From an optimization exercise on the open Yosys and OpenROAD flow, aimed at small area, a short achievable clock period and few clock cycles; shortcuts taken in it are not production practice. At most, simulation tests tie the RTL to the original design; equivalence was not proved. The RTL of runs 1 to 3, 5 and 6 was laid out without a check of its function. Power and IR drop assume default switching activity.

==> design/flow/design.v <==
module dani_deframer (
    input  wire         clk,
    input  wire         rst,            
    input  wire         cfg_proto,      
    input  wire [3:0]   cfg_ctrl_hi,    
    input  wire [7:0]   cfg_sq_code,    
    input  wire [27:0]  cfg_rsplen,     
    input  wire         in_valid,
    input  wire [7:0]   in_data,
    output wire         in_ready,
    output reg          out_valid,
    input  wire         out_ready,
    output wire [4:0]   out_len,        
    output wire [143:0] out_frame,      
    output wire [15:0]  out_drops       
);
    localparam BUFN = 18;
    reg              proto_q;
    reg [7:0]        sq_q;
    reg [8*BUFN-1:0] bufn_q;    
    wire [8*BUFN-1:0] buf_q = ~bufn_q;
    reg [BUFN-1:0]   occ_q;     
    reg [15:0]       drops_q;   
    reg              drop_q;    
    reg [4:0]        skip_q;    
    reg              sof0_q;    
    reg [BUFN-1:4]   omn_q;     
    reg              hd_drop;   
    reg              hd_cand;   
    reg [3:0]        hd_v;      
    reg [BUFN-1:4]   hd_ltn;    
    wire [BUFN-1:4]  hd_lt = ~hd_ltn;
    integer i;
    function [5:0] hdr_dec;     
        input [7:0] x0, x1, x2;
        input [1:0] p;
        reg         start, hdr, plaus;
        reg  [3:0]  n;
        begin
            if (!proto_q) begin
                start = (x0 == 8'hAA);
                hdr   = (p >= 2'd2);
                plaus = (x1[7:4] == cfg_ctrl_hi) && (x1[3:0] != 4'd0) && (x1[3:0] <= 4'd9);
                n     = x1[3:0];
            end else begin
                start = (x0[7:1] == 7'b1111101);
                hdr   = (p == 2'd3);
                plaus = 1'b1;
                n     = 4'd0;
                if (!x0[0]) begin
                    case (x2)
                        8'hF6: n = 4'd3;
                        8'hF3: n = 4'd1;
                        8'h83: n = 4'd2;
                        8'h9B: n = 4'd1;
                        8'h96: n = 4'd8;
                        8'h97: n = 4'd8;
                        default: begin
                            if (x2 != sq_q) plaus = 1'b0;
                        end
                    endcase
                end else begin
                    case (x2)
                        8'hF6: n = cfg_rsplen[3:0];
                        8'hF3: n = cfg_rsplen[7:4];
                        8'h83: n = cfg_rsplen[11:8];
                        8'h9B: n = cfg_rsplen[15:12];
                        8'h96: n = cfg_rsplen[19:16];
                        8'h97: n = cfg_rsplen[23:20];
                        default: n = (x2 == sq_q) ? cfg_rsplen[27:24] : 4'hF;
                    endcase
                    plaus = (n != 4'hF);
                end
            end
            hdr_dec = {((p != 2'd0) && !start) || (start && hdr && !plaus),
                       start && hdr && plaus, n};
        end
    endfunction
    wire [BUFN-1:0] lt_t = {hd_lt, 4'b1111};      
    reg  [BUFN-1:0] at_chk, at_eof;               
    reg  [7:0]      term [0:BUFN];
    reg  [7:0]      chk;
    reg             eof_ok;
    always @(*) begin
        chk    = 8'h00;
        eof_ok = 1'b0;
        for (i = 0; i < BUFN; i = i + 1) begin
            at_eof[i] = lt_t[i] && (i == BUFN - 1 || !lt_t[i+1]);
            at_chk[i] = proto_q ? at_eof[i] : (i < BUFN - 1 && lt_t[i+1] && (i == BUFN - 2 || !lt_t[i+2]));
            if (at_chk[i])
                chk = chk | buf_q[8*i +: 8];
            if (at_eof[i] && buf_q[8*i +: 8] == 8'h55)
                eof_ok = 1'b1;
            term[i] = lt_t[i] ? buf_q[8*i +: 8] : 8'h00;
        end
        term[0] = {1'b1, proto_q, 1'b1, proto_q, 1'b1, 1'b0, 1'b1, !proto_q || buf_q[0]};
        if (!proto_q) begin
            term[1] = 8'h00;
            term[3] = 8'h00;
        end
        term[BUFN] = ~{chk[6:0], 1'b0};
    end
    function [15:0] csa;        
        input [7:0] a, b, c;
        begin
            csa = {((a & b) | (a & c) | (b & c)) << 1, a ^ b ^ c};
        end
    endfunction
    wire [15:0] s1_0 = csa(term[0],  term[1],  term[2]);
    wire [15:0] s1_1 = csa(term[3],  term[4],  term[5]);
    wire [15:0] s1_2 = csa(term[6],  term[7],  term[8]);
    wire [15:0] s1_3 = csa(term[9],  term[10], term[11]);
    wire [15:0] s1_4 = csa(term[12], term[13], term[14]);
    wire [15:0] s1_5 = csa(term[15], term[16], term[17]);
    wire [15:0] s2_0 = csa(s1_0[7:0], s1_0[15:8], s1_1[7:0]);
    wire [15:0] s2_1 = csa(s1_1[15:8], s1_2[7:0], s1_2[15:8]);
    wire [15:0] s2_2 = csa(s1_3[7:0], s1_3[15:8], s1_4[7:0]);
    wire [15:0] s2_3 = csa(s1_4[15:8], s1_5[7:0], s1_5[15:8]);
    wire [15:0] s3_0 = csa(s2_0[7:0], s2_0[15:8], s2_1[7:0]);
    wire [15:0] s3_1 = csa(s2_1[15:8], s2_2[7:0], s2_2[15:8]);
    wire [15:0] s3_2 = csa(s2_3[7:0], s2_3[15:8], term[BUFN]);
    wire [15:0] s4_0 = csa(s3_0[7:0], s3_0[15:8], s3_1[7:0]);
    wire [15:0] s4_1 = csa(s3_1[15:8], s3_2[7:0], s3_2[15:8]);
    wire [15:0] s5_0 = csa(s4_0[7:0], s4_0[15:8], s4_1[7:0]);
    wire [15:0] s6_0 = csa(s5_0[7:0], s5_0[15:8], s4_1[15:8]);
    wire sum_ok = ((s6_0[7:0] ^ s6_0[15:8]) == 8'hFF);
    wire win_ok = sum_ok && (proto_q || (eof_ok && buf_q[31:27] == 5'd0));
    wire       skipping = (skip_q[4:1] != 4'd0);
    wire [4:0] hd_t     = {1'b0, hd_v} + (proto_q ? 5'd4 : 5'd5);    
    wire       complete = occ_q[3] && ((hd_lt & ~occ_q[BUFN-1:4]) == {(BUFN-4){1'b0}});
    wire       check    = !skipping && hd_cand && complete;
    wire       do_emit  = check && win_ok;
    wire       do_drop  = (!skipping && hd_drop) || (check && !win_ok);
    wire       rm_rdy   = skipping && out_valid;
    wire       rm_now   = skipping ? !out_valid : (hd_drop || (hd_cand && complete));
    wire       remove   = rm_now || (rm_rdy && out_ready);
    assign in_ready = !occ_q[BUFN-1];
    wire   accept   = in_valid && !occ_q[BUFN-1];
    wire [1:0] p0 = occ_q[2] ? 2'd3 : occ_q[1] ? 2'd2 : occ_q[0] ? 2'd1 : 2'd0;
    wire [1:0] p1 = occ_q[3] ? 2'd3 : occ_q[2] ? 2'd2 : occ_q[1] ? 2'd1 : 2'd0;
    wire [5:0] dec0 = hdr_dec(buf_q[7:0],  buf_q[15:8],  buf_q[23:16], p0);
    wire [5:0] dec1 = hdr_dec(buf_q[15:8], buf_q[23:16], buf_q[31:24], p1);
    wire [5:0] dec  = remove ? dec1 : dec0;
    reg [BUFN-1:4] dec_lt;
    always @(*)
        for (i = 4; i < BUFN; i = i + 1)
            dec_lt[i] = proto_q ? ({1'b0, dec[3:0]} >= i - 3) : ({1'b0, dec[3:0]} >= i - 4);
    reg [BUFN-1:0] ld_in, en;
    always @(*) begin
        for (i = 0; i < BUFN; i = i + 1) begin
            ld_in[i] = (i == BUFN - 1) || !occ_q[(i + 1) % BUFN];
            en[i]    = (rm_now || !occ_q[i]) || (rm_rdy && out_ready);
        end
    end
    assign out_frame[7:0] = {1'b1, proto_q, 1'b1, proto_q, 1'b1, 1'b0, 1'b1, sof0_q};
    genvar g;
    generate
        for (g = 1; g < 4; g = g + 1) begin : g_out_lo
            assign out_frame[8*g +: 8] = buf_q[8*(g-1) +: 8];
        end
        for (g = 4; g < BUFN; g = g + 1) begin : g_out
            assign out_frame[8*g +: 8] = ~(bufn_q[8*(g-1) +: 8] | {8{omn_q[g]}});
        end
    endgenerate
    assign out_len   = skip_q;
    assign out_drops = drops_q;
    always @(posedge clk) begin
        proto_q  <= cfg_proto;
        sq_q     <= cfg_sq_code;
        for (i = 0; i < BUFN; i = i + 1)
            if (en[i])
                bufn_q[8*i +: 8] <= (ld_in[i] || i == BUFN - 1) ? ~in_data : bufn_q[8*(i+1) +: 8];
        hd_v  <= dec[3:0];
        hd_ltn <= ~dec_lt;
        if (!out_valid) omn_q <= hd_ltn;
        if (do_emit) sof0_q <= buf_q[0];
        if (rst) begin
            occ_q     <= {BUFN{1'b0}};
            drops_q   <= 16'd0;
            drop_q    <= 1'b0;
            skip_q    <= 5'd0;
            out_valid <= 1'b0;
            hd_drop   <= 1'b0;
            hd_cand   <= 1'b0;
        end else begin
            if (accept && !remove)
                occ_q <= {occ_q[BUFN-2:0], 1'b1};
            else if (remove && !accept)
                occ_q <= {1'b0, occ_q[BUFN-1:1]};
            hd_drop <= dec[5];
            hd_cand <= dec[4];
            if (skipping) begin
                if (remove) skip_q <= skip_q - 5'd1;
            end else if (do_emit) begin
                skip_q <= hd_t;
            end
            drop_q <= do_drop;
            if (drop_q) begin
                if (drops_q != 16'hFFFF) drops_q <= drops_q + 16'd1;
            end else if (out_valid && out_ready) begin
                drops_q <= 16'd0;
            end
            if (do_emit)
                out_valid <= 1'b1;
            else if (out_ready)
                out_valid <= 1'b0;
        end
    end
endmodule
==> design/flow/flow/run.sh <==
#!/bin/bash
# Standard layout, except that the port buffers are the small
# sky130_fd_sc_hd__buf_1 instead of the cell buffer_ports picks by itself.
set -euo pipefail
export BUFFER_PORTS_ARGS="-buffer_cell sky130_fd_sc_hd__buf_1"
bash standard.sh > standard.log 2>&1
==> design/flow/standard.sh <==
#!/bin/bash
# synth_recipe.tcl (not shown) runs the flow's synth.tcl, then flattens the netlist and writes it again
# the make line also repeats each setting of config.mk as NAME=value (left out here)
make -C /OpenROAD-flow-scripts/flow DESIGN_CONFIG=/design/flow/config.mk WORK_HOME=/design/flow/orfs CLKGATE_MAP_FILE= SYNTH_SCRIPT=/design/flow/synth_recipe.tcl "${@:-finish}"
==> design/flow/config.mk <==
export PLATFORM = sky130hd
export DESIGN_NAME = dani_deframer
export DESIGN_NICKNAME = dani_deframer
export VERILOG_FILES = /design/flow/design.v
export SDC_FILE = /design/flow/constraint.sdc
export NUM_CORES = 4
export LEC_CHECK = 0
export CAP_MARGIN = 20
export CELL_PAD_IN_SITES_DETAIL_PLACEMENT = 2
export CELL_PAD_IN_SITES_GLOBAL_PLACEMENT = 2
export CORE_MARGIN = 2
export CORE_UTILIZATION = 30
export PLACE_DENSITY = 0.5
export SLEW_MARGIN = 20
==> design/flow/constraint.sdc <==
create_clock -name core_clock -period 28.0 [get_ports {clk}]
set_input_delay 5.6000 -clock core_clock [delete_from_list [all_inputs] [get_ports {clk}]]
set_output_delay 5.6000 -clock core_clock [all_outputs]
set_load 0.01 [all_outputs]
==> out/summary.md, run 1 <==
Horizontal extent of the die: 234 um. The net count of the finished layout is 1965. The first global-routing pass estimated 105000 um of wire. Setup repair after global routing left no endpoint under its margin. Cells fill 34.9% of the core in the end. Summed over all layers, the routed wires come to 73800 um.

For this run, design rule violations remaining after detail routing come to 0. Shortest period the worst path allows: 8.00 ns. The count of H-tree levels built during CTS is 1, and the count of distinct cell types in the synthesized netlist is 86. Leaving out fill and tap cells, the most frequent cell in the layout is sky130_fd_sc_hd__nor2_1. In the final routed layout, each cell accounts on average for 29.4 um.

Buffers inserted to repair hold after CTS numbered 0. The number of buffers added on ports was 214. A synthesized cell averages 9.74 um^2. The flow ran to the end and the layout has no timing, DRC or antenna violations. Setup violations remaining at the end of the flow were counted as 0. The die covers 54700 um^2. For the number of pins with negative max-slew slack in the final report, the log shows 0. For the global-route usage over all layers, the log shows 27.1%. For this run, the leading register cell type out of synthesis is sky130_fd_sc_hd__edfxtp_1. The tools report the number of hold violations in the final report as 0.

The detailed placer's ending HPWL came out at 56600 um. TritonCTS built the clock tree. The cell repeated most along the worst path was sky130_fd_sc_hd__nor2_1.

The tools report the maximum clock frequency as 0.125 GHz. Row generation in the floorplan step produced 84 rows. The final period utilization is 28.6%. The worst pin sits at a relative slew slack of 25.3%. Measured along the y axis, the die boundary spans 234 um. The number of setup buffers added after CTS is 0.

STA puts the critical path data arrival time at 8.44 ns. Synthesis produced 1627 cells. Leaving out fill and tap cells, the most frequent cells in the layout are sky130_fd_sc_hd__nor2_1 (311), sky130_fd_sc_hd__buf_1 (213), sky130_fd_sc_hd__edfxtp_1 (159).

The final RePlAce weighted congestion was 0.900; the number of antenna violations at the first check in global routing was 2. The final sum of negative setup slack was 0 ns. The critical path launch point type was an input pin. Clock-pin slew was measured on the worst setup and hold paths at 0.06 ns. For this block, the via count after detailed routing is 13600. For the number of instances resized during post-cts repair, the log shows 0.

In the post-synthesis netlist, the biggest area contributors are sky130_fd_sc_hd__edfxtp_1 (30%), sky130_fd_sc_hd__fa_1 (12%), sky130_fd_sc_hd__dfxtp_1 (8.8%). The path type of the worst min-delay path was register to register. The count of antenna-violating nets left after detailed routing is 0. At the pin with the least slew margin, the transition time is 1.12 ns. During synthesis, Yosys emitted a total of 7 warnings. The slowest stage of the critical path belongs to the cell sky130_fd_sc_hd__inv_2.

The relative area change from synthesis to final layout is 15.5%, and the DRC violation total after the first TritonRoute iteration is 863. Global routing finished with a remaining overflow of 0. The register bit total from synthesis was 229. The clock sink total is 229, and the part of the Yosys area used for sequential elements is 39.0%. Across the routed clock network, the largest skew measured is 0.0234 ns. The path type of the worst setup path was input pin to register. Of the cells placed in the final design, the portion with a size suffix greater than 1 is 11.4%. Summed over its instances, the top area cell type makes up 30.1% of the synthesized netlist area.

Largest area contributor in the netlist: sky130_fd_sc_hd__edfxtp_1. Traced cell by cell, the critical path runs through buf_1, nand2b_1, nand2_1, nand3_1, inv_2, ha_2, mux2i_1, nor2_1, a21oi_1, nor2_1. The first-pass iteration count of the detailed router is 4, and the initial standard-cell utilization of the core is 30.2%. The cell area that synthesis handed to floorplanning was 15900 um^2. The data required time of the critical path was 28.44 ns. The logs give 29 for the number of buffers inserted during clock tree synthesis and 148 uV for the largest voltage drop on the vdd net. The floorplan core area was 52400 um^2; the share of flip-flops with an asynchronous set or reset was 0%. Cell leakage power: 6.68 nW. The number of vias per cell after detailed routing was 5.42. The logs give 14500 for the number of global-route vias before repair and 37 for the pin count of the biggest net entering global routing.

The maximum fanout encountered on the critical timing path is 28. The maximum root-to-sink buffer count is 3, and the max-cap violation count is 0. The number of flops mapped to enable cells by yosys was 159; the boundary pin count was 220. Clock tree synthesis selected as its root buffer the cell sky130_fd_sc_hd__clkbuf_16. The source-to-sink clock delay at the later pin of the worst-skew pair was 0.60 ns. STA classifies the critical path endpoint as a register.

Dividing total power by cell area gives a power density of 103 nW/um^2. The maximum single-stage delay on the critical path came out at 0.76 ns.
-- worst max-delay path, delay by kind of cell --
family	cells	cell delay, ns
compound gates	1	0.15
buf+inv	2	0.86
mux	1	0.25
fa+ha+maj	1	0.73
simple gates	5	0.81
-- per-layer routing --
layer / up-vias / GRT usage, % / share of wire, %
li1: 5984 / - / -
met1: 7151 / 34.9 / 43
met4: 0 / 10.7 / 4.5
met5: - / 0 / 0
met2: 354 / 46.2 / 49
met3: 116 / 3.26 / 4.1
-- logic make-up after synthesis --
| logic type | share of synthesized area [%] |
|---|---|
| simple gates | 17.6 |
| buf+inv | 6.35 |
| flops | 39.0 |
| xor+xnor | 4.57 |
| compound gates | 8.64 |
| other cells | 0.0474 |
| fa+ha+maj | 13.8 |
| mux | 10.1 |
-- flip-flops by register name (all words and copies together), names as in the netlist --
register / cells
occ_q: 18
hd_cand: 1
bufn_q: 144
omn_q: 14
sq_q: 8
drops_q: 16
proto_q: 1
hd_v: 4
hd_drop: 1
skip_q: 5
hd_ltn: 14
out_valid: 1
sof0_q: 1
drop_q: 1
-- worst paths after layout --
kind | end | depth (start not counted) | slack (ns) | start
worst max-delay path | occ_q[1] | 10 | 20.00 | out_ready
worst min-delay path | drop_q | 2 | 0.53 | hd_drop
worst max register to register | skip_q[0] | 20 | 20.99 | proto_q
worst min register to register | drop_q | 2 | 0.53 | hd_drop
-- cell type report --
class	instances	area [um^2]
diodes	1	2.50
clock buffers	30	729
clock inverters	24	294
fillers	5874	34100
inverters	144	541
multi-input cells	1151	8690
flip-flops and latches	229	6180
well taps	688	861
repair buffers	241	1010
-- power breakdown --
| part | leakage [nW] | internal, W | switching [W] |
|---|---|---|---|
| sequential | 2.25 | 0.000387 | 0.0000472 |
| clock | 0.494 | 0.000245 | 0.000164 |
| combinational | 3.94 | 0.000427 | 0.000610 |
-- Yosys cell counts (6+ instances only) --
cell type / number
sky130_fd_sc_hd__nor2_1: 311
sky130_fd_sc_hd__edfxtp_1: 159
sky130_fd_sc_hd__inv_1: 139
sky130_fd_sc_hd__fa_1: 98
sky130_fd_sc_hd__mux2_2: 88
sky130_fd_sc_hd__nand2_1: 78
sky130_fd_sc_hd__dfxtp_1: 70
sky130_fd_sc_hd__clkbuf_1: 62
sky130_fd_sc_hd__mux2i_1: 58
sky130_fd_sc_hd__o22ai_1: 54
sky130_fd_sc_hd__xor2_1: 46
sky130_fd_sc_hd__a21oi_1: 38
sky130_fd_sc_hd__nor4_1: 34
sky130_fd_sc_hd__xnor2_1: 34
sky130_fd_sc_hd__nand4_1: 32
sky130_fd_sc_hd__o21ai_0: 31
sky130_fd_sc_hd__nand3_1: 30
sky130_fd_sc_hd__nor3_1: 29
sky130_fd_sc_hd__buf_1: 21
sky130_fd_sc_hd__ha_1: 18
sky130_fd_sc_hd__or2_2: 14
sky130_fd_sc_hd__a31oi_1: 12
sky130_fd_sc_hd__buf_2: 12
sky130_fd_sc_hd__buf_4: 9
sky130_fd_sc_hd__nor3b_1: 9
sky130_fd_sc_hd__nor2b_1: 8
sky130_fd_sc_hd__o211ai_1: 8
sky130_fd_sc_hd__a22oi_1: 6
-- metrics by stage --
step                hold slack (ns)  cell area [um^2]  worst slack (ns)  power (W)  cells
floorplan                     0.440             15900             19.83    0.00113   1630
global placement              0.510             17300             19.15    0.00145   2453
detailed placement            0.529             17300             19.06    0.00147   2453
CTS                           0.545             18300             19.65    0.00189   2507
global route                  0.579             18300             19.80    0.00201   2507
finish                        0.531             18300             20.00    0.00188   2508
==> run 2, diff against run 1 <==
--- a/design/flow/design.v
+++ b/design/flow/design.v
@@ -22,6 +22,7 @@
     reg [BUFN-1:0]   occ_q;     
     reg [15:0]       drops_q;   
     reg              drop_q;    
+    reg              taken_q;   
     reg [4:0]        skip_q;    
     reg              sof0_q;    
     reg [BUFN-1:4]   omn_q;     
@@ -140,7 +141,7 @@
     wire [1:0] p1 = occ_q[3] ? 2'd3 : occ_q[2] ? 2'd2 : occ_q[1] ? 2'd1 : 2'd0;
     wire [5:0] dec0 = hdr_dec(buf_q[7:0],  buf_q[15:8],  buf_q[23:16], p0);
     wire [5:0] dec1 = hdr_dec(buf_q[15:8], buf_q[23:16], buf_q[31:24], p1);
-    wire [5:0] dec  = remove ? dec1 : dec0;
+    wire [5:0] dec  = (rm_now || rm_rdy) ? dec1 : dec0;
     reg [BUFN-1:4] dec_lt;
     always @(*)
         for (i = 4; i < BUFN; i = i + 1)
@@ -178,28 +179,30 @@
             occ_q     <= {BUFN{1'b0}};
             drops_q   <= 16'd0;
             drop_q    <= 1'b0;
+            taken_q   <= 1'b0;
             skip_q    <= 5'd0;
             out_valid <= 1'b0;
             hd_drop   <= 1'b0;
             hd_cand   <= 1'b0;
         end else begin
-            if (accept && !remove)
-                occ_q <= {occ_q[BUFN-2:0], 1'b1};
-            else if (remove && !accept)
-                occ_q <= {1'b0, occ_q[BUFN-1:1]};
+            if (accept)
+                occ_q <= remove ? occ_q : {occ_q[BUFN-2:0], 1'b1};
+            else
+                occ_q <= remove ? {1'b0, occ_q[BUFN-1:1]} : occ_q;
             hd_drop <= dec[5];
             hd_cand <= dec[4];
             if (skipping) begin
-                if (remove) skip_q <= skip_q - 5'd1;
+                if (rm_now || out_ready) skip_q <= skip_q - 5'd1;
             end else if (do_emit) begin
                 skip_q <= hd_t;
             end
             drop_q <= do_drop;
             if (drop_q) begin
                 if (drops_q != 16'hFFFF) drops_q <= drops_q + 16'd1;
-            end else if (out_valid && out_ready) begin
+            end else if (taken_q) begin
                 drops_q <= 16'd0;
             end
+            taken_q <= out_valid && out_ready;
             if (do_emit)
                 out_valid <= 1'b1;
             else if (out_ready)
==> run 2 against run 1 <==
  * Critical path depth did not move
  * Design area grew 0.39%
  * Global-route usage increased by 0.14 points
  * Synthesized cell count fell by 0.12%
  * Via count grew 1.6%
  * First-iteration DRC count is 8.8% higher
  * Clock power decreased by 4%
  * Flip-flop and latch count up 1
  * Clock-buffer cell count increased by 7
  * Register-to-register slack got worse by 0.43 ns
  * Critical path type unchanged
  * Critical endpoint is now hd_ltn[13]
  * Highest routed layer unchanged
==> out/summary.md, run 2 <==
In this run the most critical hold path is launched from out_valid. Capturing point of the worst reg2reg path: skip_q[0]. Average wire length per cell after detail routing: 29.7 um. For this run the aggregate overflow at the end of global routing stands at 0.

Entering global routing, the biggest net connects 34 pins. Path type of the worst min-delay path: register to register. Measured along the y axis, the die boundary spans 234 um. The most common cell after layout, fill and taps aside is sky130_fd_sc_hd__nor2_1. For the overall power, the log shows 0.00284 W. In this run the worst path has a maximum fanout of 6. The tools report the maximum root-to-sink buffer count as 3. Timing analysis after detailed placement gives a worst setup slack of 19.50 ns.

The data required time of the critical path is 28.44 ns. For this run, design rule violations remaining after detail routing come to 0. The cell leakage power is 6.73 nW. Data arrives at the worst endpoint at 8.40 ns. The worst hold path was traced through 2 stages. The tools report the worst-case hold path end point as taken_q. During synthesis, Yosys emitted a total of 7 warnings. For the worst-skew pair, the clock arrives at the later sink with an insertion delay of 0.59 ns.

For this block, the via count after detailed routing is 13800. The register bit total from synthesis was 230. Yosys attributes the largest share of cell area to sky130_fd_sc_hd__edfxtp_1 (30%), sky130_fd_sc_hd__fa_1 (12%), sky130_fd_sc_hd__dfxtp_1 (8.9%). The actual transition at the worst max-transition pin is 1.15 ns, and the number of instances resized during post-cts repair is 0.

In the synthesized netlist the dominant register cell turns out to be sky130_fd_sc_hd__edfxtp_1. In the synthesized netlist, the number of instances is 1625. Of the cells placed in the final design, the portion with a size suffix greater than 1 is 12.1%. The path depth of the worst reg2reg path was 18; the number of antenna violations at the first check in global routing was 4. For the final RePlAce weighted congestion, the log shows 0.915. The number of vias per cell after detailed routing was 5.49; the overall routed net length was 74700 um. In this run the tightest slew margin relative to its limit is 23.4%.

Global routing used 27.2% of the available tracks across all layers. Number of flops mapped to enable cells by yosys: 159. Derived from the worst setup path, the maximum achievable clock frequency is 0.126 GHz.

Buffers inserted during clock tree synthesis total 29. The clock sink total is 230, and the final period utilization is 28.4%. Setup slack closes at 20.04 ns. The tools report the post-route standard cell area excluding fillers as 18400 um^2. The most common cell in the synthesized netlist is sky130_fd_sc_hd__nor2_1.

From left edge to right edge, the die measures 234 um. The synthesized area per cell came out at 9.78 um^2. The register with the most flip-flops was bufn_q.

The critical path is of the input pin to register type. The initial standard-cell utilization of the core is 30.3%, and the largest voltage drop on the vdd net is 206 uV. In this run the cell area of the synthesized design comes to 15900 um^2. For the final sum of negative setup slack, the log shows 0 ns. The largest registers in the layout are bufn_q: 144 flops, occ_q: 18 flops, drops_q: 16 flops. Relative to the synthesized area, the layout overhead comes to 15.6%. The detailed placer's ending HPWL is 56500 um, and the die outline area is 54800 um^2.

The clock slew seen by the registers of the worst setup and hold paths is 0.06 ns. Setup repair after global routing left no endpoint under its margin. The number of buffers added on ports is 214. Setup violations remaining at the end of the flow were counted as 0. The shortest period the worst path allows came out at 7.96 ns. Row generation in the floorplan step produced 84 rows. For this run, the register share of the synthesized area comes to 39.0%.

The number of global-route vias before repair is 14600, and the power density relative to cell area is 155 nW/um^2. After clock tree synthesis, the setup repair step added 0 buffers. The largest area contributor in the netlist was sky130_fd_sc_hd__edfxtp_1. The flip-flop count of the largest register, all copies and words added works out to 144. Clock tree synthesis selected as its root buffer the cell sky130_fd_sc_hd__clkbuf_16.

The tools report the startpoint of the most critical register-to-register path as proto_q. TritonCTS built the clock tree. Hold repair after CTS inserted 0 buffers. The first-pass iteration count of the detailed router came out at 5.

The detailed router finished its first iteration with 939 violations. The count of nets left with antenna violations once routing finished came out at 0. The first global-routing pass estimated 106000 um of wire. Synthesis instantiated 74 different standard cells from the library. The max-cap violation count is 0, and the slack of the worst reg-to-reg path is 20.56 ns. Between clock sinks in the finished design, the worst skew comes to 0.0125 ns. STA classifies the critical path startpoint as an input pin. The share of the synthesized area in the top cell type came out at 30.0%. Pin placement for this block handled 220 I/O pins. The run gives 52400 um^2 as the floorplan core area.

After synthesis, the most frequently instantiated cells are sky130_fd_sc_hd__nor2_1 (285), sky130_fd_sc_hd__edfxtp_1 (159), sky130_fd_sc_hd__inv_1 (130), sky130_fd_sc_hd__mux2_2 (99), sky130_fd_sc_hd__fa_1 (98). Net count of the finished layout: 1971. The library cells used most frequently in the layout, excluding fill and tap cells, are sky130_fd_sc_hd__nor2_1 (283), sky130_fd_sc_hd__buf_1 (213), sky130_fd_sc_hd__edfxtp_1 (159). On the final layout, the worst hold slack is 0.496 ns.

Fill cells in the final layout number 5804. For the count of H-tree levels built during CTS, the log shows 1. Share of flip-flops with an asynchronous set or reset: 0%. The run finished with no timing, DRC or antenna violations. After detailed placement, the total cell area comes to 17400 um^2.

For the number of pins with negative max-slew slack in the final report, the log shows 0. STA classifies the critical path endpoint as a register. Number of hold violations in the final report: 0.
[run 2: where the power goes]
part           total (W)  switching (W)  internal (W)  leakage, nW
clock network   0.000392       0.000163      0.000229        0.488
logic            0.00192        0.00107      0.000851         3.98
registers       0.000527      0.0000990      0.000428         2.26
total            0.00284        0.00134       0.00151         6.73
[run 2: how the worst max path moves through the flow]
| stage | end | depth (start not counted) | start |
|---|---|---|---|
| 3_5_place_dp | hd_ltn[13] | 10 | cfg_rsplen[5] |
| 4_1_cts | hd_ltn[13] | 10 | cfg_rsplen[5] |
| 3_3_place_gp | hd_ltn[13] | 10 | cfg_rsplen[5] |
| 2_1_floorplan | hd_ltn[13] | 9 | cfg_rsplen[5] |
| 5_1_grt | hd_ltn[13] | 10 | cfg_rsplen[5] |
| 6_report | hd_ltn[13] | 10 | cfg_rsplen[5] |
[run 2: critical path: stages]
cell                       delay [ns]
sky130_fd_sc_hd__buf_1           0.10
sky130_fd_sc_hd__or4b_2          0.59
sky130_fd_sc_hd__a211oi_1        0.24
sky130_fd_sc_hd__a221oi_1        0.09
sky130_fd_sc_hd__mux2_2          0.31
sky130_fd_sc_hd__o2111a_1        0.23
sky130_fd_sc_hd__a211oi_1        0.76
sky130_fd_sc_hd__or2_2           0.26
sky130_fd_sc_hd__nand2b_1        0.14
sky130_fd_sc_hd__nand2_1         0.07
[run 2: cell families (layout without fill, tap and decap cells)]
kind of cell	after synthesis	in the layout	synth area share (%)
buffers and inverters	237	435	5.91
other	2	7	0.0473
AOI/OAI and AO/OA	244	244	10.2
DFF	230	230	39.0
and+or+nand+nor	590	590	17.8
xor gates and xnor gates	77	77	4.33
muxes	130	130	8.97
adders and majority gates	115	115	13.7
[run 2: layout make-up]
| class | instances | area (um^2) | share of cell area (%) |
|---|---|---|---|
| well taps | 688 | 861 | 4.69 |
| repair buffers | 247 | 1050 | 5.73 |
| flip-flops and latches | 230 | 6200 | 33.7 |
| diodes | 2 | 5.00 | 0.0272 |
| clock buffers | 37 | 796 | 4.33 |
| inverters | 134 | 503 | 2.74 |
| clock inverters | 17 | 179 | 0.974 |
| multi-input cells | 1161 | 8780 | 47.8 |
[run 2: metal layers]
layer  track usage, %  vias to the layer above  wire, um
met5                0                        -         0
met4             5.40                        0      1350
met3             4.77                       74      4100
met2             43.9                      361     34500
met1             38.3                     7335     34800
li1                 -                     6050         -
[run 2: stage by stage]
| step | util [%] | std cells |
|---|---|---|
| 5_1_grt | 35.0 | 2514 |
| 3_5_place_dp | 33.1 | 2460 |
| 3_3_place_gp | 33.1 | 2460 |
| 2_1_floorplan | - | 1628 |
| 6_report | 35.0 | 2516 |
| 4_1_cts | 35.0 | 2514 |
==> run 3, diff against run 2 <==
--- a/design/flow/config.mk
+++ b/design/flow/config.mk
@@ -10,5 +10,7 @@
 export CELL_PAD_IN_SITES_GLOBAL_PLACEMENT = 2
 export CORE_MARGIN = 2
 export CORE_UTILIZATION = 30
+export CTS_CLUSTER_DIAMETER = 100
+export CTS_CLUSTER_SIZE = 22
 export PLACE_DENSITY = 0.5
-export SLEW_MARGIN = 20
+export SLEW_MARGIN = 50
==> run 3 against run 2 <==
  * Still clean
  * Highest routed layer is now met5
  * Final cell count fell by 0.91%
  * Critical endpoint unchanged
  * Clock power fell by 36%
  * Flip-flop and latch count did not move
  * Critical path depth did not move
  * Global-route usage fell by 0.27 points
  * Clock-buffer cell count fell by 17
  * Worst setup slack improved by 0.29 ns
  * Synthesized cell count did not move
  * Combinational power barely moved
  * Sequential power barely moved
==> out/summary.md, run 3 <==
The flow ran to the end and the layout has no timing, DRC or antenna violations. The pin count of the biggest net entering global routing was 34; the complex-gate fraction of the synthesized area was 10.2%. In this run the tool buffered the top-level ports with 214 buffer cells.

The number of global-route vias before repair is 14400, and the internal power is 0.00140 W. The number of vias per cell after detailed routing works out to 5.53. In this run, CTS created clock tree buffers numbering 16. The dominant combinational cell family by area after synthesis was simple AND/OR/NAND/NOR gates. The most numerous cell in the Yosys netlist is sky130_fd_sc_hd__nor2_1.

The tools report the buffer count from post-CTS setup fixing as 0. Summing the areas of all xor and xnor instances in the mapped netlist gives 4.33% of the synthesized area. The first detailed-routing pass ran for 5 iterations.

The tools report the number of hold violations in the final report as 0. Ranked by flip-flop count, first place goes to bufn_q. Ranked by instance count, the synthesized netlist is headed by sky130_fd_sc_hd__nor2_1 (285), sky130_fd_sc_hd__edfxtp_1 (159), sky130_fd_sc_hd__inv_1 (130), sky130_fd_sc_hd__mux2_2 (99), sky130_fd_sc_hd__fa_1 (98). The kind of capture point of the worst setup path was a register.

Source-to-sink clock delay at the later pin of the worst-skew pair: 0.54 ns. The initial utilization of the core area, before any placement, comes to 30.3%. The share of total power consumed by net switching works out to 48.6%. The clock sink total came out at 230. After synthesis, the cell types taking the most area are sky130_fd_sc_hd__edfxtp_1 (30%), sky130_fd_sc_hd__fa_1 (12%), sky130_fd_sc_hd__dfxtp_1 (8.9%). In the routed design, unresolved DRC markers number 0.

The maximum clock frequency came out at 0.130 GHz. The tools report the worst hold slack as 0.507 ns. TritonCTS built the clock tree. After synthesis, the mean cell area works out to 9.78 um^2. The routed layout has 13800 vias.

STA classifies the critical path startpoint as an input pin. The path type of the worst setup path is input pin to register. For this run, the number of Yosys warnings is 7. The relative area change from synthesis to final layout was 13.5%. In this run, synthesis produced a sequential element count of 230.

The flip-flop count of the largest register, all copies and words added was 144. The cell area after technology mapping came out at 15900 um^2. The most used flip-flop cell after synthesis is sky130_fd_sc_hd__edfxtp_1. After Yosys synthesis, full adders, half adders and majority gates account for 13.7% of the synthesized area.

The clock period could shrink to 7.67 ns. The first global-routing pass estimated 105000 um of wire. The tools report the DRC violation total after the first TritonRoute iteration as 935. The largest area contributor in the netlist was sky130_fd_sc_hd__edfxtp_1. Cell chosen for the clock root: sky130_fd_sc_hd__clkbuf_16. The run gives 3 as the maximum root-to-sink buffer count.

Summing the areas of all and, or, nand and nor instances in the mapped netlist gives 17.8% of the synthesized area. The tools report the number of antenna violations at the first check in global routing as 6. In the final routed layout, each cell accounts on average for 29.8 um. The logs give 0.00133 W for the power spent charging and discharging nets and 19.3% for the fraction of power consumed by sequential logic.

Summing internal, switching and leakage power gives 0.00273 W. The overall routed net length is 74200 um, and the horizontal extent of the die is 234 um. In this run, synthesis inferred 159 flip-flops with an integrated enable. The actual transition at the worst max-transition pin was 0.739 ns. 220 I/O pins were placed. In the layout the commonest cells are sky130_fd_sc_hd__nor2_1 (283), sky130_fd_sc_hd__buf_1 (213), sky130_fd_sc_hd__edfxtp_1 (159). In the final layout, the registers with the most flip-flops are bufn_q: 144 flops, occ_q: 18 flops, drops_q: 16 flops. The worst pin sits at a relative slew slack of 50.3%. In this run the power density over the cells is 151 nW/um^2.

On the final layout, the worst clock skew is 0.0372 ns. For the cell leakage power, the log shows 6.51 nW. The run gives 0 as the aggregate global routing overflow. The net count of the finished layout was 1960; the worst path arrival time was 8.09 ns. The count of nets left with antenna violations once routing finished came out at 0. The count of distinct cell types in the synthesized netlist is 74, and the number of placement rows is 84. The die outline area is 54800 um^2, and the proportion of power drawn by the clock network is 9.2%. After clock tree synthesis, the clock-pin slew on the worst setup and hold paths is 0.10 ns. For the portion of total power attributed to combinational logic, the log shows 71.6%.

For the global-route usage over all layers, the log shows 26.9%. Setup repair after global routing left no endpoint under its margin. Count of final setup violators: 0. Summing the sequential cell areas from Yosys gives 39.0% of the chip area. In the synthesized netlist, mux cells make up 8.97% of the area. The data required time of the critical path came out at 28.42 ns. The number of pins with negative max-slew slack in the final report came out at 0. The floorplan step defined a core boundary enclosing 52400 um^2. The tools report the cts-stage hold buffer count as 0.

IR analysis of the VDD net gives a maximum drop of 193 uV. At the end of routability-driven placement, the weighted congestion stood at 0.915. Summed over all nets, the half-perimeter wirelength after detailed placement is 56600 um. The number of instances in the synthesized netlist was 1625. The final period utilization is 27.4%, and the count of H-tree levels built during CTS is 1.

The path type of the worst min-delay path is register to register. The layout has 5827 filler cells. Measured along the y axis, the die boundary spans 234 um.

The final sum of negative setup slack was 0 ns; the number of instances resized during post-cts repair was 0. The most common cell after layout, fill and taps aside is sky130_fd_sc_hd__nor2_1. Max-cap violation count: 0. The share of final-layout standard cells stronger than drive strength 1 was 13.0%. The share of flip-flops with an asynchronous set or reset was 0%. Of all nets on the critical path, the largest fanout is 6. The synthesized design devotes to its leading area cell type 30.0% of total area.
## run 3: cell counts after synthesis
No cell type changed its count.
## run 3: cell type report
type,count,area (um^2),area share [%]
antenna,4,10.0,0.0555
clock buffer,20,423,2.35
clock inverter,7,77.6,0.430
inverter,134,503,2.79
multi-input combinational,1161,8870,49.2
sequential,230,6220,34.5
tap,688,861,4.77
timing repair buffer,249,1070,5.93
## run 3: critical path, stage by stage
cell	delay, ns
sky130_fd_sc_hd__buf_1	0.10
sky130_fd_sc_hd__or4b_2	0.59
sky130_fd_sc_hd__a211oi_1	0.24
sky130_fd_sc_hd__a221oi_1	0.09
sky130_fd_sc_hd__mux2_2	0.30
sky130_fd_sc_hd__o2111a_1	0.24
sky130_fd_sc_hd__a211oi_2	0.50
sky130_fd_sc_hd__or2_2	0.23
sky130_fd_sc_hd__nand2b_1	0.13
sky130_fd_sc_hd__nand2_1	0.06
## run 3: power groups by stage
| stage | clock network [W] | logic (W) | registers (W) |
|---|---|---|---|
| 2_1_floorplan | 0 | 0.00141 | 0.000467 |
| 3_3_place_gp | 0 | 0.00187 | 0.000531 |
| 3_5_place_dp | 0 | 0.00194 | 0.000533 |
| 4_1_cts | 0.000260 | 0.00196 | 0.000526 |
| 5_1_grt | 0.000268 | 0.00219 | 0.000534 |
| 6_report | 0.000250 | 0.00195 | 0.000525 |
## run 3: kinds of logic after synthesis
group / after synthesis
buffers and inverters: 237
other: 2
adders and majority gates: 115
AOI/OAI and AO/OA: 244
DFF: 230
muxes: 130
and+or+nand+nor: 590
xor gates and xnor gates: 77
## run 3: final timing paths
kind,start,to,slack (ns),cells after the start
max reg2reg,proto_q,skip_q[0],20.69,19
min reg2reg,out_valid,taken_q,0.51,2
min,out_valid,taken_q,0.51,2
max,cfg_rsplen[5],hd_ltn[13],20.33,10
## run 3: layer usage
layer / track usage (%) / routed length (um) / part of all wire (%)
met3: 3.25 / 3970 / 5.3
met4: 4.79 / 1290 / 1.7
met2: 43.6 / 34400 / 46
met5: 0 / 13 / 0.018
met1: 39.0 / 34600 / 47
## run 3: stage by stage
step                      utilization (%)  instances  setup WS, ns  instance area (um^2)
after detailed placement             33.3       2460         19.76                 17500
after global routing                 34.4       2489         20.12                 18000
after floorplan                         -       1628         20.24                 15900
after CTS                            34.3       2487         20.35                 18000
after global placement               33.1       2460         19.50                 17400
final                                34.4       2493         20.33                 18000
==> run 4, diff against run 3 <==
--- a/design/flow/design.v
+++ b/design/flow/design.v
@@ -16,7 +16,9 @@
 );
     localparam BUFN = 18;
     reg              proto_q;
+    reg [3:0]        ctrl_q;
     reg [7:0]        sq_q;
+    reg [27:0]       rsplen_q;
     reg [8*BUFN-1:0] bufn_q;    
     wire [8*BUFN-1:0] buf_q = ~bufn_q;
     reg [BUFN-1:0]   occ_q;     
@@ -41,7 +43,7 @@
             if (!proto_q) begin
                 start = (x0 == 8'hAA);
                 hdr   = (p >= 2'd2);
-                plaus = (x1[7:4] == cfg_ctrl_hi) && (x1[3:0] != 4'd0) && (x1[3:0] <= 4'd9);
+                plaus = (x1[7:4] == ctrl_q) && (x1[3:0] != 4'd0) && (x1[3:0] <= 4'd9);
                 n     = x1[3:0];
             end else begin
                 start = (x0[7:1] == 7'b1111101);
@@ -62,13 +64,13 @@
                     endcase
                 end else begin
                     case (x2)
-                        8'hF6: n = cfg_rsplen[3:0];
-                        8'hF3: n = cfg_rsplen[7:4];
-                        8'h83: n = cfg_rsplen[11:8];
-                        8'h9B: n = cfg_rsplen[15:12];
-                        8'h96: n = cfg_rsplen[19:16];
-                        8'h97: n = cfg_rsplen[23:20];
-                        default: n = (x2 == sq_q) ? cfg_rsplen[27:24] : 4'hF;
+                        8'hF6: n = rsplen_q[3:0];
+                        8'hF3: n = rsplen_q[7:4];
+                        8'h83: n = rsplen_q[11:8];
+                        8'h9B: n = rsplen_q[15:12];
+                        8'h96: n = rsplen_q[19:16];
+                        8'h97: n = rsplen_q[23:20];
+                        default: n = (x2 == sq_q) ? rsplen_q[27:24] : 4'hF;
                     endcase
                     plaus = (n != 4'hF);
                 end
@@ -168,6 +170,8 @@
     always @(posedge clk) begin
         proto_q  <= cfg_proto;
         sq_q     <= cfg_sq_code;
+        ctrl_q   <= cfg_ctrl_hi;
+        rsplen_q <= cfg_rsplen;
         for (i = 0; i < BUFN; i = i + 1)
             if (en[i])
                 bufn_q[8*i +: 8] <= (ld_in[i] || i == BUFN - 1) ? ~in_data : bufn_q[8*(i+1) +: 8];
==> run 4 against run 3 <==
  * Still clean
  * Maximum frequency is 3.2% higher
  * Non-clock buffer count decreased by 14
  * Flip-flop and latch count up 32
  * Register-to-register slack gained 0.10 ns
  * Wire length grew 2.7%
  * Final cell count increased by 0.96%
  * Die area is 4.0% higher
  * Clock power increased by about 10%
  * Via count shrank 0.21%
  * Clock skew rose by 0.0030 ns
  * First-iteration DRC count down 4.5%
  * Sequential power up 7.0%
==> out/summary.md, run 4 <==
Timing would allow up to 0.135 GHz. In this run, post-CTS hold repair placed 0 buffers. In the layout the commonest cells are sky130_fd_sc_hd__nor2_1 (286), sky130_fd_sc_hd__buf_1 (213), sky130_fd_sc_hd__edfxtp_1 (159). The run gives 0 as the number of pins with negative max-slew slack in the final report.

More flip-flops sit in one register than any other, and that register is bufn_q. Leaving out fill and tap cells, the most frequent cell in the layout is sky130_fd_sc_hd__nor2_1. The final cell utilization of the core was 34.0%; the worst max-slew margin expressed relative to the limit was 50.4%. Number of global-route vias before repair: 14500.

Entering global routing, the biggest net connects 39 pins. The cell chosen for the clock root is sky130_fd_sc_hd__clkbuf_16. In the final layout, the share of cells above drive strength 1 is 13.2%. Across all layers, the routed design uses 13800 vias.

After filler insertion, the fill cell instance count of the layout stands at 6046. The clock period could shrink to 7.43 ns. The run finished with no timing, DRC or antenna violations. The flip-flop count of the largest register, all copies and words added came out at 144.

The net count of the finished layout was 1971. The antenna diode count was 0; the number of instances resized during post-cts repair was 0. The tools report the part of the Yosys area used for sequential elements as 41.3%. Of the available clock period, the critical path in the final layout requires 26.6%. The number of antenna violations at the first check in global routing is 1, and the aggregate global routing overflow is 0. The logs give 0 ns for the final sum of negative setup slack and 0.901 for the final RePlAce weighted congestion.

The register bit total from synthesis came out at 262. The most common cell in the synthesized netlist is sky130_fd_sc_hd__nor2_1. The logs give 0 for the number of hold violations in the final report and 30.2% for the initial standard-cell utilization of the core. VDD sags by at most 259 uV. The kind of capture point of the worst setup path is an output port.

Compared with the post-synthesis result, the final layout area differs by 12.4%. After floorplanning, the core was sized to cover 54800 um^2. The logs give 7 for the count of synthesis-stage warnings from yosys and 0 for the buffer count from post-CTS setup fixing. TritonCTS built the clock tree. Input and output buffers added on the ports amount to 214. 220 I/O pins were placed. The number of placement rows is 86, and the first-pass iteration count of the detailed router is 5.

In this run the remaining antenna-violating nets after routing total 0. Once detailed placement completed, the half-perimeter wirelength came to 58800 um. Of all cell types, the one taking the most synthesized area is sky130_fd_sc_hd__edfxtp_1.

In this run the vertical extent of the chip is 239 um. Sorting the synthesized cells by area gives the leading types as sky130_fd_sc_hd__edfxtp_1 (29%), sky130_fd_sc_hd__dfxtp_1 (12%), sky130_fd_sc_hd__fa_1 (12%). From left edge to right edge, the die measures 239 um.

For this design the static power due to leakage is 6.77 nW. The tools report the critical path launch point type as a register. Setup violations remaining at the end of the flow were counted as 0.

Hold is met by 0.518 ns. The first global-routing pass estimated 109000 um of wire. The number of vias per cell after detailed routing is 5.46. Setup repair after global routing left no endpoint under its margin. The largest registers in the layout are bufn_q: 144 flops, rsplen_q: 28 flops, occ_q: 18 flops. Counting flops with a built-in enable in the synthesized netlist gives 159.

On the final layout, the worst clock skew is 0.0402 ns. A synthesized cell averages 10.0 um^2. The cell count after synthesis came out at 1651.

Of all nets on the critical path, the largest fanout is 9. The DRC violation total after the first TritonRoute iteration is 893, and the worst path arrival time is 1.83 ns. Summed over all layers, the routed wires come to 76200 um. Clock-pin slew was measured on the worst setup and hold paths at 0.10 ns.

The die outline area is 57000 um^2, and the count of distinct cell types in the synthesized netlist is 76. The critical path is of the register to output port type. Dividing total power by cell area gives a power density of 146 nW/um^2.

The count of H-tree levels built during CTS was 1; the max-cap violation count was 0. Global routing used 26.6% of the available tracks. Final routed DRC violation total: 0.

Counting flops with an async set or reset pin after synthesis yields a share of 0%. After detailed routing, the average wire length per cell comes to 30.3 um. The clock passes through at most 3 buffers. The share of the synthesized area in the top cell type is 28.9%, and the cell area after technology mapping is 16500 um^2. The actual transition at the worst max-transition pin came out at 0.743 ns.

The clock net in this run drives a total of 262 sinks. The source-to-sink clock delay at the later pin of the worst-skew pair was 0.56 ns. The path type of the worst min-delay path was register to register.

Among all flip-flop cells after synthesis, the most frequent one is sky130_fd_sc_hd__edfxtp_1. Buffers inserted during clock tree synthesis total 17. At the worst endpoint, the required time is 22.40 ns.

The commonest cells after synthesis are sky130_fd_sc_hd__nor2_1 (286), sky130_fd_sc_hd__edfxtp_1 (159), sky130_fd_sc_hd__inv_1 (130), sky130_fd_sc_hd__mux2_2 (110), sky130_fd_sc_hd__dfxtp_1 (103).
## run 4: changes by cell type after synthesis, sizes merged, moves of 8 or more
cell	previous run	this run
a21oi	39	56
clkbuf	76	53
a22oi	25	35
buf	27	52
mux2i	31	22
dfxtp	71	103
mux2	99	110
xnor2	45	36
a22o	9	1
## run 4: per-stage QoR
| step | power (W) | std cells | cell area, um^2 | worst slack (ns) |
|---|---|---|---|---|
| finish | 0.00272 | 2517 | 18600 | 20.57 |
| global route | 0.00296 | 2517 | 18600 | 20.49 |
| floorplan | 0.00186 | 1654 | 16500 | 20.93 |
| global placement | 0.00239 | 2483 | 17900 | 19.85 |
| CTS | 0.00275 | 2515 | 18500 | 20.50 |
| detailed placement | 0.00246 | 2486 | 18000 | 20.45 |
## run 4: worst paths after layout
check,endpoint,slack [ns],from,cells after the start
worst min-delay path,taken_q,0.52,out_valid,2
worst min register to register,taken_q,0.52,out_valid,2
worst max-delay path,out_frame[24],20.57,bufn_q[16],2
worst max register to register,skip_q[4],20.79,proto_q,22
## run 4: area by class of cell
| cell class | count | area [um^2] | share of cell area, % |
|---|---|---|---|
| Clock buffer | 21 | 462 | 2.48 |
| Clock inverter | 8 | 83.8 | 0.451 |
| Inverter | 133 | 499 | 2.68 |
| Multi-Input combinational cell | 1154 | 8840 | 47.5 |
| Sequential cell | 262 | 6860 | 36.9 |
| Tap cell | 704 | 881 | 4.74 |
| Timing Repair Buffer | 235 | 973 | 5.23 |
## run 4: routing by layer
layer,vias up,GRT usage (%),part of all wire (%)
li1,6065,-,-
met1,7311,38.1,47
met2,325,44.4,47
met3,52,2.75,3.8
met4,0,3.81,1.5
met5,-,0,0
## run 4: where the power goes
part           internal [W]  total, W  switching (W)
Sequential         0.000459  0.000562       0.000103
Clock              0.000126  0.000275       0.000149
Combinational      0.000821   0.00189        0.00107
## run 4: cell families (layout without fill, tap and decap cells)
logic type | count (synthesis) | after routing | synth area share, %
simple gates | 577 | 577 | 16.9
flops | 262 | 262 | 41.3
compound gates | 253 | 253 | 9.90
buf+inv | 238 | 397 | 5.95
mux | 132 | 132 | 8.84
fa+ha+maj | 115 | 115 | 13.1
xor+xnor | 72 | 72 | 3.90
other cells | 2 | 5 | 0.0454
## run 4: critical path: stages, from the launching register on
cell                       delay (ns)
sky130_fd_sc_hd__edfxtp_1        0.79
sky130_fd_sc_hd__inv_1           0.32
sky130_fd_sc_hd__buf_1           0.20
Testbench counts of run 4, summed over its fixed seeds: cycles 32,298.
==> run 5, diff against run 4 <==
--- a/design/flow/design.v
+++ b/design/flow/design.v
@@ -16,11 +16,13 @@
 );
     localparam BUFN = 18;
     reg              proto_q;
+    reg              pn_q;      
     reg [3:0]        ctrl_q;
     reg [7:0]        sq_q;
     reg [27:0]       rsplen_q;
-    reg [8*BUFN-1:0] bufn_q;    
-    wire [8*BUFN-1:0] buf_q = ~bufn_q;
+    localparam [8*BUFN-1:0] INV = {{(8*BUFN-24){1'b1}}, 24'd0};
+    reg [8*BUFN-1:0] bufs_q;
+    wire [8*BUFN-1:0] buf_q = bufs_q ^ INV;
     reg [BUFN-1:0]   occ_q;     
     reg [15:0]       drops_q;   
     reg              drop_q;    
@@ -89,15 +91,15 @@
         eof_ok = 1'b0;
         for (i = 0; i < BUFN; i = i + 1) begin
             at_eof[i] = lt_t[i] && (i == BUFN - 1 || !lt_t[i+1]);
-            at_chk[i] = proto_q ? at_eof[i] : (i < BUFN - 1 && lt_t[i+1] && (i == BUFN - 2 || !lt_t[i+2]));
+            at_chk[i] = !pn_q ? at_eof[i] : (i < BUFN - 1 && lt_t[i+1] && (i == BUFN - 2 || !lt_t[i+2]));
             if (at_chk[i])
                 chk = chk | buf_q[8*i +: 8];
             if (at_eof[i] && buf_q[8*i +: 8] == 8'h55)
                 eof_ok = 1'b1;
             term[i] = lt_t[i] ? buf_q[8*i +: 8] : 8'h00;
         end
-        term[0] = {1'b1, proto_q, 1'b1, proto_q, 1'b1, 1'b0, 1'b1, !proto_q || buf_q[0]};
-        if (!proto_q) begin
+        term[0] = {1'b1, !pn_q, 1'b1, !pn_q, 1'b1, 1'b0, 1'b1, pn_q || buf_q[0]};
+        if (pn_q) begin
             term[1] = 8'h00;
             term[3] = 8'h00;
         end
@@ -159,22 +161,23 @@
     genvar g;
     generate
         for (g = 1; g < 4; g = g + 1) begin : g_out_lo
-            assign out_frame[8*g +: 8] = buf_q[8*(g-1) +: 8];
+            assign out_frame[8*g +: 8] = bufs_q[8*(g-1) +: 8];
         end
         for (g = 4; g < BUFN; g = g + 1) begin : g_out
-            assign out_frame[8*g +: 8] = ~(bufn_q[8*(g-1) +: 8] | {8{omn_q[g]}});
+            assign out_frame[8*g +: 8] = ~(bufs_q[8*(g-1) +: 8] | {8{omn_q[g]}});
         end
     endgenerate
     assign out_len   = skip_q;
     assign out_drops = drops_q;
     always @(posedge clk) begin
         proto_q  <= cfg_proto;
+        pn_q     <= !cfg_proto;
         sq_q     <= cfg_sq_code;
         ctrl_q   <= cfg_ctrl_hi;
         rsplen_q <= cfg_rsplen;
         for (i = 0; i < BUFN; i = i + 1)
             if (en[i])
-                bufn_q[8*i +: 8] <= (ld_in[i] || i == BUFN - 1) ? ~in_data : bufn_q[8*(i+1) +: 8];
+                bufs_q[8*i +: 8] <= ((ld_in[i] || i == BUFN - 1) ? in_data : buf_q[8*((i+1)%BUFN) +: 8]) ^ INV[8*i +: 8];
         hd_v  <= dec[3:0];
         hd_ltn <= ~dec_lt;
         if (!out_valid) omn_q <= hd_ltn;
==> run 5 against run 4 <==
  * Sequential share of layout area is 0.052 points lower
  * Clock skew fell by 0.012 ns
  * Hold slack got worse by 0.016 ns
  * Final cell count rose by 4.7%
  * Sequential power up 3%
  * Critical path type unchanged
==> out/summary.md, run 5 <==
For this configuration, the core starts out at a cell density of 30.4%. VDD sags by at most 204 uV. The clock slew seen by the registers of the worst setup and hold paths works out to 0.09 ns. The number of antenna violations at the first check in global routing came out at 4. STA classifies the critical path endpoint as an output port.

Combinational cells account for 69.4% of the total power. Sorting the synthesized cells by area gives the leading types as sky130_fd_sc_hd__edfxtp_1 (28%), sky130_fd_sc_hd__dfxtp_1 (12%), sky130_fd_sc_hd__fa_1 (12%). The worst setup path is launched from a register. Entering global routing, the biggest net connects 49 pins. The die outline area is 57900 um^2, and the max-cap violation count is 0.

The tools report the floorplan core area as 55200 um^2. The register bit total from synthesis is 263. For this run, the post-layout net count is 2043.

The logs give 20.29 ns for the worst slack at placement and 5 for the first-pass iteration count of the detailed router. The horizontal extent of the die came out at 241 um. Of the cells placed in the final design, the portion with a size suffix greater than 1 is 8.64%. At the pin with the least slew margin, the transition time is 0.763 ns. After synthesis, the most frequently instantiated cells are sky130_fd_sc_hd__nor2_1 (278), sky130_fd_sc_hd__nand2_1 (178), sky130_fd_sc_hd__edfxtp_1 (159), sky130_fd_sc_hd__o21ai_0 (141), sky130_fd_sc_hd__dfxtp_1 (104). Post-CTS timing repair inserted 0 buffers for setup. Clock latency on the worst-skew pair, taken at its later pin, is 0.55 ns. Relative to the synthesized area, the layout overhead comes to 11.2%.

The run gives 6880 um^2 as the combined flip-flop and latch cell area. Once detailed placement completed, the half-perimeter wirelength came to 56000 um. The detail route stage leaves a number of antenna-violating nets equal to 0. The run gives 6 as the count of synthesis-stage warnings from yosys. The run gives 220 as the boundary pin count. By instance count, the leading cell after synthesis is sky130_fd_sc_hd__nor2_1.

Ranked by flip-flop count, first place goes to bufs_q. The tools report the count of distinct cell types in the synthesized netlist as 90. Sequential cells account for 20.5% of the total power.

The final sum of negative setup slack came out at 0 ns. The logs give 0.0285 ns for the largest clock skew in the final design and 3 for the maximum root-to-sink buffer count. STA puts the critical path data required time at 22.40 ns. The share of synthesized area in the top cell type comes to 28.4%.

In this run, the clock network consumes 10.1% of the power. Clock tree synthesis selected as its root buffer the cell sky130_fd_sc_hd__clkbuf_16. The number of flops mapped to enable cells by yosys was 159; the maximum clock frequency was 0.138 GHz. For the cell area after technology mapping, the log shows 16800 um^2.

The final route contains 14100 vias. Using the TritonRoute via totals, the vias-per-cell ratio works out to 5.36. The tools report the DRC violation total after the first TritonRoute iteration as 936.

The largest registers in the layout are bufs_q: 144 flops, rsplen_q: 28 flops, occ_q: 18 flops. The family with the most delay on the worst path was flip-flops. Dividing the synthesized area by the synthesized cell count gives 9.55 um^2. The library cells used most frequently in the layout, excluding fill and tap cells, are sky130_fd_sc_hd__nor2_1 (277), sky130_fd_sc_hd__buf_1 (209), sky130_fd_sc_hd__nand2_1 (178).

The cts-stage hold buffer count was 0; the cell leakage power was 6.51 nW. The worst setup path is of the register to output port kind. Share of flip-flops with an asynchronous set or reset: 0%.

The floorplan step set the die height to 241 um. The logs give 1 for the count of H-tree levels built during CTS and 6209 for the layout filler cell count. The internal power was 0.00150 W; the power spent charging and discharging nets was 0.00134 W.

The run gives 0 as the number of hold violations in the final report. Routability-driven placement finished with a final weighted congestion of 0.895. The worst path in the final design needs a cycle of 7.26 ns, including I/O delays and setup. The maximum fanout encountered on the critical timing path was 10; the clock sink total was 263. Post-CTS repair changed the size of 0 cells. Setup violations remaining at the end of the flow were counted as 0. Dividing the detail-routed wire length by the instance count gives 28.3 um.

For this run, the share of the core covered by cells in the final layout is 33.8%. Counting the buffers created by CTS gives 18. For this run, the total global-route usage over all layers was measured as 25.9%.

In the post-route analysis, the smallest setup slack over all paths is 20.74 ns. The part of the Yosys area used for sequential elements was 40.8%; the maximum single-stage delay on the critical path was 0.81 ns. The worst pin sits at a relative slew slack of 49.1%. TritonCTS built the clock tree. STA puts the critical path data arrival time at 1.66 ns. The first global-routing pass estimated 108000 um of wire. Number of placement rows: 86. After detailed routing, the number of remaining DRC violations is 0.

Synthesis produced a netlist whose cell count is 1759. The share of total power consumed by net switching came out at 47.3%. The largest area contributor in the netlist is sky130_fd_sc_hd__edfxtp_1. The number of global-route vias before repair was 15000.

The signal on the critical path passes through nor2_1, buf_1. Among all flip-flop cells after synthesis, the most frequent one is sky130_fd_sc_hd__edfxtp_1. The flip-flop count of the largest register, all copies and words added was 144. The combined area of the multi-input logic cells was 8870 um^2; the aggregate global routing overflow was 0. 0 antenna diodes ended up in the layout. The power density relative to cell area was 152 nW/um^2; the overall routed net length was 74700 um. The number of buffers added on ports was 214.

The number of pins with negative max-slew slack in the final report is 0. The flow ran to the end and the layout has no timing, DRC or antenna violations. Standard cell with the maximum stage delay on the critical path: sky130_fd_sc_hd__edfxtp_1. The worst hold path belongs to the class register to register.

The total buffers and inverters traversed by the critical path was 1. The final period utilization was 25.9%. Leaving out fill and tap cells, the most frequent cell in the layout is sky130_fd_sc_hd__nor2_1. Setup repair after global routing left no endpoint under its margin.
-- run 5: routing by layer --
layer	vias up	track usage, %	wire (um)
met3	60	4.14	4300
met4	0	4.10	1210
met2	437	41.5	34400
met1	7374	37.5	34800
li1	6257	-	-
met5	-	0	0
-- run 5: final cells by class --
class,count,share of cell area (%)
clock buffer,24,2.65
clock inverter,8,0.442
inverter,104,2.09
multi-input combinational,1247,47.5
sequential,263,36.8
tap,748,5.01
timing repair buffer,241,5.50
-- run 5: worst min-delay path, cell delays in order (launching register included) --
cell	delay [ns]
sky130_fd_sc_hd__dfxtp_1	0.36
sky130_fd_sc_hd__nand2_1	0.07
sky130_fd_sc_hd__nor2_1	0.03
-- run 5: final timing paths --
check,cells after the start,slack (ns),endpoint,from
setup / recovery,2,20.74,out_frame[33],bufs_q[25]
hold / removal,2,0.50,taken_q,out_valid
setup reg to reg,18,21.65,sof0_q,pn_q
hold reg to reg,2,0.50,taken_q,out_valid
-- run 5: cells by family (layout without fill, tap and decap cells) --
group | after synthesis | count (layout) | synth area share, %
xor+xnor | 77 | 77 | 4.10
mux | 50 | 50 | 3.69
flops | 263 | 263 | 40.8
fa+ha+maj | 115 | 115 | 12.9
buf+inv | 252 | 377 | 6.90
simple gates | 665 | 665 | 19.0
other cells | 2 | 5 | 0.0447
compound gates | 335 | 335 | 12.5
-- run 5: metrics by stage --
stage / area (um^2) / instances / total power [W] / hold slack (ns)
6_report: 18700 / 2635 / 0.00284 / 0.502
5_1_grt: 18700 / 2635 / 0.00310 / 0.556
4_1_cts: 18600 / 2634 / 0.00288 / 0.513
3_5_place_dp: 18100 / 2602 / 0.00256 / 0.495
3_3_place_gp: 18000 / 2599 / 0.00252 / 0.476
2_1_floorplan: 16800 / 1762 / 0.00202 / 0.403
-- run 5: power by group through the flow --
stage / clock [W] / combinational [W] / sequential [W]
after global placement: 0 / 0.00193 / 0.000590
final: 0.000287 / 0.00197 / 0.000580
after global routing: 0.000310 / 0.00220 / 0.000589
after floorplan: 0 / 0.00152 / 0.000500
after detailed placement: 0 / 0.00197 / 0.000590
after CTS: 0.000296 / 0.00200 / 0.000582
==> run 6, diff against run 5 <==
--- a/design/flow/config.mk
+++ b/design/flow/config.mk
@@ -10,7 +10,7 @@
 export CELL_PAD_IN_SITES_GLOBAL_PLACEMENT = 2
 export CORE_MARGIN = 2
 export CORE_UTILIZATION = 30
-export CTS_CLUSTER_DIAMETER = 100
-export CTS_CLUSTER_SIZE = 22
+export CTS_CLUSTER_DIAMETER = 120
+export CTS_CLUSTER_SIZE = 26
 export PLACE_DENSITY = 0.5
 export SLEW_MARGIN = 50
==> run 6 against run 5 <==
  * Via count hardly changed
  * Clock power down 15%
  * Non-clock buffer count unchanged
  * Final cell count decreased by 0.30%
  * Clock-buffer cell count down 4
  * Clock skew is 0.0051 ns lower
  * Flip-flop and latch count unchanged
  * Critical path depth stayed put
  * Highest routed layer unchanged
  * Global-route usage shrank 0.093 points
  * Sequential power about the same
  * Register-to-register slack lost 0.09 ns
==> out/summary.md, run 6 <==
For the number of instances in the synthesized netlist, the log shows 1759. The synthesized area per cell was 9.55 um^2. Dividing total power by cell area gives a power density of 150 nW/um^2.

The mapped netlist covers 16800 um^2. In the final layout, the share of cells above drive strength 1 is 8.25%. The number of instances resized during post-cts repair is 0, and the global-route usage over all layers is 25.8%.

For the initial standard-cell utilization of the core, the log shows 30.4%. Relative area change from synthesis to final layout: 10.3%. The most used flip-flop cell after synthesis is sky130_fd_sc_hd__edfxtp_1.

The tool flagged a number of max-cap violations equal to 0. The cts-stage hold buffer count is 0. Setup violations remaining at the end of the flow were counted as 0.

The floorplan step defined a die boundary enclosing 57900 um^2. Hold timing on the final database bottoms out at a slack of 0.496 ns. The number of antenna violations at the first check in global routing was 5. Summed over all cells, the static leakage comes to 6.44 nW. The final RePlAce weighted congestion is 0.895, and the number of placement rows is 86. The number of pins with negative max-slew slack in the final report was 0; the total vias in the final route was 14100. Grouping stages by cell kind, the critical path spends the most delay in flip-flops. The pre-antenna-repair detailed-routing pass consisted of 5 iterations.

In the global route stage, met1 resource usage came out at 37.6%. Cell chosen for the clock root: sky130_fd_sc_hd__clkbuf_16. The DRC violation total after the first TritonRoute iteration was 961. Setup repair after global routing left no endpoint under its margin. The first global-routing pass estimated 108000 um of wire.

The final period utilization was 26.0%; the clock slew seen by the registers of the worst setup and hold paths was 0.11 ns. The run gives 1 as the count of H-tree levels built during CTS. The run gives 49 as the pin count of the biggest net entering global routing. The number of setup buffers added after CTS is 0. Setup slack closes at 20.72 ns. Number of global-route vias before repair: 14900. The logs give 6208 for the layout filler cell count and 3.59% for the met3 track demand over resource in global routing. The horizontal extent of the die came out at 241 um. The number of hold violations in the final report is 0, and the number of flops mapped to enable cells by yosys is 159. The worst pin sits at a relative slew slack of 47.6%. For the floorplan core area, the log shows 55200 um^2. The slowest stage of the critical path belongs to the cell sky130_fd_sc_hd__edfxtp_1.

Ranked by flip-flop count, first place goes to bufs_q. Summed over all layers, the global routing overflow is 0. For the worst setup path, the data arrival time is 1.68 ns.

Traced cell by cell, the critical path runs through nor2_1, buf_1. Startpoint of the lowest-slack hold path: out_valid. The run gives 18100 um^2 as the placed instance area. The path type of the worst min-delay path is register to register. The Yosys step of the flow raised 6 warnings. After layout, the design draws a total of 0.00279 W. Global routing consumed, on the met2 layer, 41.3% of the routing resources. Once layout is done, the placed cells without fillers occupy 18500 um^2.

The total buffers and inverters traversed by the critical path works out to 1. The tools report the kind of capture point of the worst setup path as an output port. After detailed routing, the number of vias per cell comes to 5.38.

Most numerous cell in the Yosys netlist: sky130_fd_sc_hd__nor2_1. The count of antenna-violating nets left after detailed routing is 0. From bottom edge to top edge, the die measures 241 um. On the worst path, the slowest cell contributes a delay of 0.82 ns. After routing, the total negative slack on setup checks comes to 0 ns. The tree built by TritonCTS fans out to 263 sinks. After synthesis, the cell types taking the most area are sky130_fd_sc_hd__edfxtp_1 (28%), sky130_fd_sc_hd__dfxtp_1 (12%), sky130_fd_sc_hd__fa_1 (12%). The setup path with the least slack is of type register to output port. The run gives 22.40 ns as the data required time of the critical path. The count of distinct cell types in the synthesized netlist came out at 90.

The flow ran to the end and the layout has no timing, DRC or antenna violations. The register with the most flip-flops in the layout has 144 of them. The library cell used most frequently in the layout, excluding fill and tap cells, is sky130_fd_sc_hd__nor2_1. Buffers inserted during clock tree synthesis total 14. The net count of the finished layout is 2039. The tools report the source-to-sink clock delay at the later pin of the worst-skew pair as 0.54 ns. For the detailed placer's ending HPWL, the log shows 56000 um.

The commonest cells after synthesis are sky130_fd_sc_hd__nor2_1 (278), sky130_fd_sc_hd__nand2_1 (178), sky130_fd_sc_hd__edfxtp_1 (159), sky130_fd_sc_hd__o21ai_0 (141), sky130_fd_sc_hd__dfxtp_1 (104). Summed over all layers, the routed wires come to 74500 um. For the boundary pin count, the log shows 220. In this run the most used layer during global routing was met2.

The most critical setup path has its startpoint at bufs_q[28]. The startpoint identified for the worst register-to-register timing path is pn_q. For this run, design rule violations remaining after detail routing come to 0. The maximum root-to-sink buffer count is 3, and the part of the Yosys area used for sequential elements is 40.8%.

OpenSTA, run right after detailed placement, puts the worst setup slack at 20.29 ns. The register bit total from synthesis works out to 263. The maximum clock frequency is 0.137 GHz, and the shortest period the worst path allows is 7.28 ns. During placement, the flow inserted port buffers numbering 214. Largest voltage drop on the vdd net: 203 uV.

Dividing the detail-routed wire length by the instance count gives 28.4 um. sky130_fd_sc_hd__edfxtp_1 takes more of the synthesized area than any other cell. The critical path launch point type is a register. The share of flip-flops with an asynchronous set or reset came out at 0%. The share of the synthesized area in the top cell type was 28.4%.

The largest registers in the layout are bufs_q: 144 flops, rsplen_q: 28 flops, occ_q: 18 flops. 0 antenna diodes ended up in the layout. TritonCTS built the clock tree. At the pin with the least slew margin, the transition time is 0.787 ns.

The top cell types in the final layout, fill and taps aside, are sky130_fd_sc_hd__nor2_1 (277), sky130_fd_sc_hd__buf_1 (209), sky130_fd_sc_hd__nand2_1 (178). On the final layout, the worst clock skew is 0.0234 ns. The maximum fanout encountered on the critical timing path is 10.
## run 6: tightest hold or removal path, delay by kind of cell (launching register included)
kind	cells	cell delay, ns
flops	1	0.37
simple gates	2	0.10
## run 6: worst paths after layout
kind | endpoint | slack (ns) | depth (start not counted)
worst max-delay path | out_frame[36] | 20.72 | 2
worst min-delay path | taken_q | 0.50 | 2
worst max register to register | sof0_q | 21.56 | 18
worst min register to register | taken_q | 0.50 | 2
## run 6: layout make-up
cell class,instances,area [um^2],area share [%]
multi-input combinational,1247,8870,47.9
sequential,263,6880,37.1
timing repair buffer,241,1030,5.55
tap,748,936,5.05
clock buffer,20,404,2.18
inverter,104,390,2.11
clock inverter,4,26.3,0.142
## run 6: cells by family (layout without fill, tap and decap cells)
kind of cell | after synthesis | after routing | synth area share [%]
AND/OR/NAND/NOR | 665 | 665 | 19.0
AO/OA/AOI/OAI | 335 | 335 | 12.5
flip-flops | 263 | 263 | 40.8
buffers and inverters | 252 | 369 | 6.90
adder cells (fa/ha/maj) | 115 | 115 | 12.9
XOR/XNOR | 77 | 77 | 4.10
multiplexers | 50 | 50 | 3.69
other | 2 | 5 | 0.0447
## run 6: metrics by stage
step	util [%]	instances
final	33.6	2627
after global routing	33.6	2627
after CTS	33.5	2626
after detailed placement	32.7	2602
after global placement	32.6	2599
after floorplan	-	1762
## run 6: where the power goes
part / switching (W) / total (W) / internal [W]
Clock: 0.000139 / 0.000243 / 0.000104
Combinational: 0.00106 / 0.00196 / 0.000899
Sequential: 0.000117 / 0.000581 / 0.000465
## run 6: routing by layer
| layer | routed length [um] | vias to the layer above |
|---|---|---|
| li1 | - | 6244 |
| met1 | 34500 | 7402 |
| met2 | 34300 | 433 |
| met3 | 4520 | 57 |
| met4 | 1090 | 0 |
| met5 | 0 | - |

Check on run 6: ideal ports give 20.723 ns setup slack; a clkbuf_16 on the clock port and buf_2 on the inputs give 20.662 ns; moving port delays by the midpoint clock arrival (0.586 ns) as well gives 20.648 ns.
